Background: an optimization exercise with open tools, aiming at small area, a short achievable clock period and few clock cycles per item. Do not read the settings as production practice. At most, simulation tests tie the RTL to the original design; equivalence was not proved.

## oak
==> flow/design.v <==
module bit_writer (
    input  wire        clk,
    input  wire        rst,
    input  wire        f_valid,
    output wire        f_ready,
    input  wire [14:0] f_data,
    input  wire [3:0]  f_width,
    input  wire        flush,
    output wire        out_valid,
    input  wire        out_ready,
    output wire [7:0]  out_data,
    output wire        out_last
);
    reg        F_v;
    reg [14:0] F_d;
    reg [3:0]  F_w;
    reg        F_big;  
    reg [23:0] acc;    
    reg [4:0]  c;      
    reg        e0_v, e1_v, e0_l, e1_l;
    reg [7:0]  e0_d, e1_d;
    wire fl    = flush & ~F_v;
    wire room  = ~e1_v;
    wire avail = (c > 5'd8) | (fl & (c != 5'd0));
    wire emit  = avail & room;
    wire lastb = fl & (c <= 5'd8);
    wire [4:0] c1 = emit ? (c[4] | c[3] ? c - 5'd8 : 5'd0) : c;
    wire take  = F_v & (F_big ? (c1 <= 5'd9) : (c1 <= 5'd15));
    reg  rdy_s, rdy_b;
    assign f_ready = ~F_v | (F_big ? rdy_b : rdy_s);
    wire [4:0] c_n    = take ? c1 + {1'b0, F_w} : c1;
    wire       e1_v_n = e1_v ? ~(~e0_v | pop) : (emit & e0_v & ~pop);
    wire [23:0] acc1 = emit ? {8'd0, acc[23:8]} : acc;
    wire [23:0] ins  = {9'd0, F_d} << c1;
    wire pop = e0_v & out_ready;
    assign out_valid = e0_v;
    assign out_data  = e0_d;
    assign out_last  = e0_l;
    always @(posedge clk) begin
        if (rst) begin
            F_v  <= 1'b0;
            rdy_s <= 1'b1;
            rdy_b <= 1'b1;
            acc  <= 24'd0;
            c    <= 5'd0;
            e0_v <= 1'b0;
            e1_v <= 1'b0;
        end else begin
            if (f_ready) begin
                F_v <= f_valid;
                F_d <= f_data;
                F_w <= f_width;
                F_big <= f_width[3] & (f_width[2:0] != 3'd0);
            end else if (take) begin
                F_v <= 1'b0;
            end
            acc   <= take ? (acc1 | ins) : acc1;
            c     <= c_n;
            rdy_s <= (c_n <= 5'd15) | (~e1_v_n & (c_n <= 5'd23));
            rdy_b <= (c_n <= 5'd9)  | (~e1_v_n & (c_n <= 5'd17));
            if (~e0_v | pop) begin
                if (e1_v) begin
                    e0_v <= 1'b1;
                    e0_d <= e1_d;
                    e0_l <= e1_l;
                    e1_v <= 1'b0;
                end else begin
                    e0_v <= emit;
                    e0_d <= acc[7:0];
                    e0_l <= lastb;
                end
            end else if (emit) begin
                e1_v <= 1'b1;
                e1_d <= acc[7:0];
                e1_l <= lastb;
            end
        end
    end
endmodule
module anim_frame_encoder #(
    parameter NPIX = 4096
) (
    input  wire       clk,
    input  wire       rst,
    input  wire       start,
    input  wire       literal,
    input  wire [2:0] bpp,
    output wire       busy,
    input  wire       pix_valid,
    output wire       pix_ready,
    input  wire [6:0] pix_cur,
    input  wire [6:0] pix_ref,
    output wire       out_valid,
    input  wire       out_ready,
    output wire [7:0] out_data,
    output wire       out_last
);
    localparam N  = 132;               
    localparam TP = 100;                
    localparam PW = $clog2(NPIX + 1);
    localparam M_START = 2'd0;         
    localparam M_SAME  = 2'd1;         
    localparam M_DIFF  = 2'd2;         
    reg        busy_r;
    reg        lit_r;
    reg [2:0]  bpp_r;
    wire       start_take = start & ~busy_r;
    reg        q0_v, q1_v;
    reg [6:0]  q0_val, q1_val;
    reg        q0_eq, q1_eq;
    reg [PW-1:0] in_left;              
    reg        in_nz;                  
    reg        pix_ready_r;
    assign pix_ready = pix_ready_r;
    wire take   = pix_valid & pix_ready;
    wire new_eq = (pix_cur == pix_ref);
    wire all_in = ~in_nz & ~q0_v;      
    reg [7*N-1:0] rval;
    reg [N-1:0]   rstop;
    reg [7:0]     cnt;                 
    reg [7:0]     d;                   
    reg           h1, h2, h3;          
    wire [6:0] v = rval[7*(N-1) +: 7];
    wire       s = rstop[N-1];
    wire [127:0] f;
    assign f[0] = 1'b0;
    genvar gk;
    generate
        for (gk = 1; gk < 128; gk = gk + 1) begin : g_f
            assign f[gk] = rstop[N - 2 - gk];
        end
    endgenerate
    wire        enc_f_n;
    wire [6:0]  enc_k_n;
    ffs128 u_ffs (.x(f), .found(enc_f_n), .idx(enc_k_n));
    reg        enc_f;
    reg [6:0]  enc_k;
    reg        snapok;
    reg [1:0]    mode;
    reg [6:0]    len;                  
    reg          s1, s2;               
    reg          ex_done;
    wire f_ready;
    reg  is_head;                      
    wire rem1   = all_in & (cnt == 8'd1);    
    wire rem_le = all_in & (cnt <= 8'd128);
    wire fin_ok  = (cnt >= 8'd4) | all_in;
    wire [7:0] ldiff = enc_f ? {1'b0, enc_k} :
                       (rem_le ? cnt : 8'd128);
    wire valid_d = enc_f | snapok;
    wire [7:0] len1 = {1'b0, len} + 8'd1;
    wire eqn     = (len <= 7'd2) | s2;
    wire sclose  = (&len) | rem1 | ~eqn;
    wire at_start = (mode == M_START) | (s | (len == 7'd0));
    reg        cons;
    reg        fv;
    reg [14:0] fd;
    reg [3:0]  fw;
    wire lit_take = lit_r & busy_r & q0_v & f_ready & ~ex_done;
    always @(*) begin
        cons = 1'b0;
        fv   = 1'b0;
        fd   = {8'd0, v};
        fw   = {1'b0, bpp_r};
        if (lit_r) begin
            fv = lit_take;
            fd = {8'd0, q0_val};
        end else if (is_head) begin
            case (mode)
                M_SAME: if (fin_ok) begin
                    if (~sclose) begin
                        cons = 1'b1;
                    end else if (f_ready) begin
                        cons = 1'b1;
                        fv   = 1'b1;
                        fd   = {7'd0, len1[6:0], 1'b0};
                        fw   = 4'd8;
                    end
                end
                default: if (fin_ok) begin
                    if (s) begin
                        cons = 1'b1;
                    end else if (~at_start) begin
                        if (f_ready) begin
                            cons = 1'b1;
                            fv   = 1'b1;
                        end
                    end else if (valid_d & f_ready) begin
                        cons = 1'b1;
                        fv   = 1'b1;
                        fd   = {v, ldiff[6:0], 1'b1};
                        fw   = 4'd8 + {1'b0, bpp_r};
                    end
                end
            endcase
        end
    end
    wire [7:0] cnt_m1 = cnt - 8'd1;
    wire [7:0] cnt_p1 = cnt + 8'd1;
    wire [7:0] d_p1   = (d == N - 1) ? 8'd0 : d + 8'd1;
    wire live    = (d < cnt);
    reg  at_p;                         
    reg  cln;                          
    wire empty_n = cons ? (cnt == 8'd1) : (cnt == 8'd0);
    wire src_ok  = q0_v & ~lit_r & busy_r;
    wire insp    = src_ok & ((empty_n & cln) | (at_p & (cons | (cnt != N))));
    wire ins0    = src_ok & ((empty_n & ~cln) | (~empty_n & ~at_p & (cons ? (cnt == N) : (d == cnt))));
    wire ins     = ins0 | insp;
    wire pop_q   = ins | lit_take;
    wire q1_v_n  = (~q0_v | pop_q) ? (q1_v & take) : (q1_v | take);
    bit_writer u_writer (
        .clk      (clk),
        .rst      (rst),
        .f_valid  (fv),
        .f_ready  (f_ready),
        .f_data   (fd),
        .f_width  (fw),
        .flush    (ex_done),
        .out_valid(out_valid),
        .out_ready(out_ready),
        .out_data (out_data),
        .out_last (out_last)
    );
    assign busy = busy_r;
    wire [6:0] vin = ins0 ? q0_val : v;
    wire       sin = ~ins0 & live & ~cons & s;
    wire       stop_new = h1 & h2 & h3 & q0_eq;
    always @(posedge clk) begin
        rval  <= {rval[7*(N-1)-1:7*TP], (insp ? q0_val : rval[7*(TP-1) +: 7]), rval[7*(TP-1)-1:0], vin};
        rstop <= {rstop[N-2:TP+3], (insp ? stop_new : rstop[TP+2]), rstop[TP+1:TP], (~insp & rstop[TP-1]),
                  rstop[TP-2:3], (ins0 ? stop_new : rstop[2]), rstop[1:0], sin};
        enc_f <= enc_f_n;
        enc_k <= enc_k_n;
    end
    always @(posedge clk) begin
        if (rst) begin
            busy_r  <= 1'b0;
            lit_r   <= 1'b0;
            bpp_r   <= 3'd1;
            q0_v    <= 1'b0;
            q1_v    <= 1'b0;
            in_left <= NPIX;
            in_nz   <= 1'b1;
            cnt     <= 8'd0;
            d       <= 8'd0;
            at_p    <= 1'b0;
            cln     <= 1'b0;
            is_head <= 1'b0;
            pix_ready_r <= 1'b1;
            mode    <= M_START;
            ex_done <= 1'b0;
            snapok  <= 1'b0;
            h1      <= 1'b0;
            h2      <= 1'b0;
            h3      <= 1'b0;
        end else begin
            snapok <= (cons ? (cnt >= N) : (cnt >= N - 1)) | all_in;
            if (~q0_v | pop_q) begin
                if (q1_v) begin
                    q0_val <= q1_val;
                    q0_eq  <= q1_eq;
                    q1_v   <= take;
                    q1_val <= pix_cur;
                    q1_eq  <= new_eq;
                end else begin
                    q0_v   <= take;
                    q0_val <= pix_cur;
                    q0_eq  <= new_eq;
                end
            end else if (take) begin
                q1_v   <= 1'b1;
                q1_val <= pix_cur;
                q1_eq  <= new_eq;
            end
            if (take) begin
                in_left <= in_left - 1'b1;
                in_nz   <= (in_left != 1);
            end
            pix_ready_r <= ~q1_v_n & (take ? (in_left != 1) : in_nz);
            cnt <= (cons == ins) ? cnt : (cons ? cnt_m1 : cnt_p1);
            at_p <= insp;
            if (empty_n & insp)
                d <= TP + 1;
            else if (empty_n & ins0)
                d <= 8'd1;
            else if (cons)
                d <= 8'd0;
            else
                d <= d_p1;
            if (ins) begin
                h3 <= h2;
                h2 <= h1;
                h1 <= q0_eq;
            end
            is_head <= cons ? (cnt >= 8'd2) : ((cnt != 8'd0) & (d == N - 1));
            if (cons) begin
                s2 <= s1;
                s1 <= s;
                if (mode == M_SAME) begin
                    if (sclose) mode <= M_START;
                    else        len  <= len1[6:0];
                end else if (at_start) begin
                    mode <= s ? M_SAME : M_DIFF;
                    len  <= 7'd1;
                end else begin
                    len  <= len1[6:0];
                end
            end
            if ((cons & rem1) | (lit_take & ~in_nz & ~q1_v)) begin
                ex_done     <= 1'b1;
                cln         <= (NPIX >= N);
                mode        <= M_START;
                h1          <= 1'b0;
                h2          <= 1'b0;
                h3          <= 1'b0;
                in_left     <= NPIX;
                in_nz       <= 1'b1;
                pix_ready_r <= 1'b1;
            end
            if (start_take) begin
                busy_r  <= 1'b1;
                lit_r   <= literal;
                bpp_r   <= bpp;
            end
            if (out_valid & out_ready & out_last) begin
                busy_r  <= 1'b0;
                ex_done <= 1'b0;
            end
        end
    end
endmodule
module ffs128 (
    input  wire [127:0] x,
    output wire         found,
    output wire [6:0]   idx
);
    wire [63:0] f1; wire [63:0]  i1;
    wire [31:0] f2; wire [63:0]  i2;
    wire [15:0] f3; wire [47:0]  i3;
    wire [7:0]  f4; wire [31:0]  i4;
    wire [3:0]  f5; wire [19:0]  i5;
    wire [1:0]  f6; wire [11:0]  i6;
    genvar n;
    generate
        for (n = 0; n < 64; n = n + 1) begin : l1
            assign f1[n] = x[2*n] | x[2*n+1];
            assign i1[n] = ~x[2*n];
        end
        for (n = 0; n < 32; n = n + 1) begin : l2
            assign f2[n] = f1[2*n] | f1[2*n+1];
            assign i2[2*n +: 2] = f1[2*n] ? {1'b0, i1[2*n]} : {1'b1, i1[2*n+1]};
        end
        for (n = 0; n < 16; n = n + 1) begin : l3
            assign f3[n] = f2[2*n] | f2[2*n+1];
            assign i3[3*n +: 3] = f2[2*n] ? {1'b0, i2[4*n +: 2]} : {1'b1, i2[4*n+2 +: 2]};
        end
        for (n = 0; n < 8; n = n + 1) begin : l4
            assign f4[n] = f3[2*n] | f3[2*n+1];
            assign i4[4*n +: 4] = f3[2*n] ? {1'b0, i3[6*n +: 3]} : {1'b1, i3[6*n+3 +: 3]};
        end
        for (n = 0; n < 4; n = n + 1) begin : l5
            assign f5[n] = f4[2*n] | f4[2*n+1];
            assign i5[5*n +: 5] = f4[2*n] ? {1'b0, i4[8*n +: 4]} : {1'b1, i4[8*n+4 +: 4]};
        end
        for (n = 0; n < 2; n = n + 1) begin : l6
            assign f6[n] = f5[2*n] | f5[2*n+1];
            assign i6[6*n +: 6] = f5[2*n] ? {1'b0, i5[10*n +: 5]} : {1'b1, i5[10*n+5 +: 5]};
        end
    endgenerate
    assign found = f6[0] | f6[1];
    assign idx   = f6[0] ? {1'b0, i6[5:0]} : {1'b1, i6[11:6]};
endmodule
clock: 8.0 ns
lec_check: 0
cap_margin: 20
core_margin: 2
core_utilization: 65
cts_buf_list: sky130_fd_sc_hd__clkbuf_16
cts_cluster_diameter: 80
cts_cluster_size: 32
place_density: 0.75
setup_slack_margin: 5.0
slew_margin: 20
run.sh (not shown) runs the stock make flow with config.mk's settings and CLKGATE_MAP_FILE= SYNTH_SCRIPT=/design/flow/synth_recipe.tcl, a recipe that flattens the netlist after the stock synthesis.
oak went all the way through synthesis, placement and routing and the layout is clean on timing, DRC and antenna.
Changes in pine relative to oak:
--- a/flow/design.v
+++ b/flow/design.v
@@ -11,56 +11,52 @@
     output wire [7:0]  out_data,
     output wire        out_last
 );
     reg        F_v;
     reg [14:0] F_d;
     reg [3:0]  F_w;
-    reg        F_big;  
-    reg [23:0] acc;    
+    reg [29:0] acc;    
     reg [4:0]  c;      
     reg        e0_v, e1_v, e0_l, e1_l;
     reg [7:0]  e0_d, e1_d;
     wire fl    = flush & ~F_v;
     wire room  = ~e1_v;
     wire avail = (c > 5'd8) | (fl & (c != 5'd0));
     wire emit  = avail & room;
     wire lastb = fl & (c <= 5'd8);
     wire [4:0] c1 = emit ? (c[4] | c[3] ? c - 5'd8 : 5'd0) : c;
-    wire take  = F_v & (F_big ? (c1 <= 5'd9) : (c1 <= 5'd15));
-    reg  rdy_s, rdy_b;
-    assign f_ready = ~F_v | (F_big ? rdy_b : rdy_s);
+    wire take  = F_v & (c1 <= 5'd15);
+    reg  rdy_r;
+    assign f_ready = ~F_v | rdy_r;
     wire [4:0] c_n    = take ? c1 + {1'b0, F_w} : c1;
     wire       e1_v_n = e1_v ? ~(~e0_v | pop) : (emit & e0_v & ~pop);
-    wire [23:0] acc1 = emit ? {8'd0, acc[23:8]} : acc;
-    wire [23:0] ins  = {9'd0, F_d} << c1;
+    wire [29:0] acc1 = emit ? {8'd0, acc[29:8]} : acc;
+    wire [29:0] ins  = {15'd0, F_d} << c1;
     wire pop = e0_v & out_ready;
     assign out_valid = e0_v;
     assign out_data  = e0_d;
     assign out_last  = e0_l;
     always @(posedge clk) begin
         if (rst) begin
             F_v  <= 1'b0;
-            rdy_s <= 1'b1;
-            rdy_b <= 1'b1;
-            acc  <= 24'd0;
+            rdy_r <= 1'b1;
+            acc  <= 30'd0;
             c    <= 5'd0;
             e0_v <= 1'b0;
             e1_v <= 1'b0;
         end else begin
             if (f_ready) begin
                 F_v <= f_valid;
                 F_d <= f_data;
                 F_w <= f_width;
-                F_big <= f_width[3] & (f_width[2:0] != 3'd0);
             end else if (take) begin
                 F_v <= 1'b0;
             end
             acc   <= take ? (acc1 | ins) : acc1;
             c     <= c_n;
-            rdy_s <= (c_n <= 5'd15) | (~e1_v_n & (c_n <= 5'd23));
-            rdy_b <= (c_n <= 5'd9)  | (~e1_v_n & (c_n <= 5'd17));
+            rdy_r <= (c_n <= 5'd15) | (~e1_v_n & (c_n <= 5'd23));
             if (~e0_v | pop) begin
                 if (e1_v) begin
                     e0_v <= 1'b1;
                     e0_d <= e1_d;
                     e0_l <= e1_l;
                     e1_v <= 1'b0;
@@ -305,13 +301,13 @@
                 end else begin
                     len  <= len1[6:0];
                 end
             end
             if ((cons & rem1) | (lit_take & ~in_nz & ~q1_v)) begin
                 ex_done     <= 1'b1;
-                cln         <= (NPIX >= N);
+                cln         <= 1'b1;
                 mode        <= M_START;
                 h1          <= 1'b0;
                 h2          <= 1'b0;
                 h3          <= 1'b0;
                 in_left     <= NPIX;
                 in_nz       <= 1'b1;
### Flow results
edfxtp_1 as the critical-path cell with the highest stage delay was reported by pine, and or4b_4 by oak.
Diff oak -> pine: total via count in the routed design saw an increase; post-placement worst setup slack up 360 ps; area of the die barely changed; cell area now sits lower.
Transition time at the pin with the least slew margin sits lower in pine than in oak.
Maximum fanout count along the critical path down 4 in pine wrt oak
Wire length after detailed routing: pine lower than oak
On net count reported at finish: pine sits above oak.
oak -> pine: clock slew at the register clock pins of the worst setup and hold paths flat
Compared pine vs oak, and wire length of the first global-routing pass is down in pine.
Between pine and oak, it is pine whose critical path depth in cells is lower, by 8.
Testbench counts of pine, summed over its fixed seeds: cycles 264,244, pixels 262,144.
Only the layout flow was run in oak; the RTL was not checked for function there.

-- port drivers added, routing unchanged --
How much do the figures lean on ideal ports? The routed layouts below were timed once more, with nothing changed but the port constraints.
Step 1 assumes that a clkbuf_16 drives the clock port and a buf_2 every other input.
Step 2 times the ports against the registers' clock, not the clock port: input delays grow and output delays shrink by t, the midpoint of the rising clock arrivals with the driver on.
Three values: ideal ports, drivers, drivers and shift; two values: the first two.
| run | shift t [ns] | setup slack, ns | hold WS [ns] | worst setup path at the end | worst slew at a driven data input, ns |
|---|---|---|---|---|---|
| oak | 0.689 | 4.955 / 4.955 / 4.391 | 0.321 / 0.321 / 0.321 | input to register | 0.11 |
| pine | 0.667 | 5.065 / 5.004 / 4.469 | 0.322 / 0.322 / 0.322 | input to register | 0.09 |
After both steps setup and hold are still met in every run listed. The setup slack of pine, which loses most, moves by -0.061 ns with the drivers and by -0.596 ns with both steps.
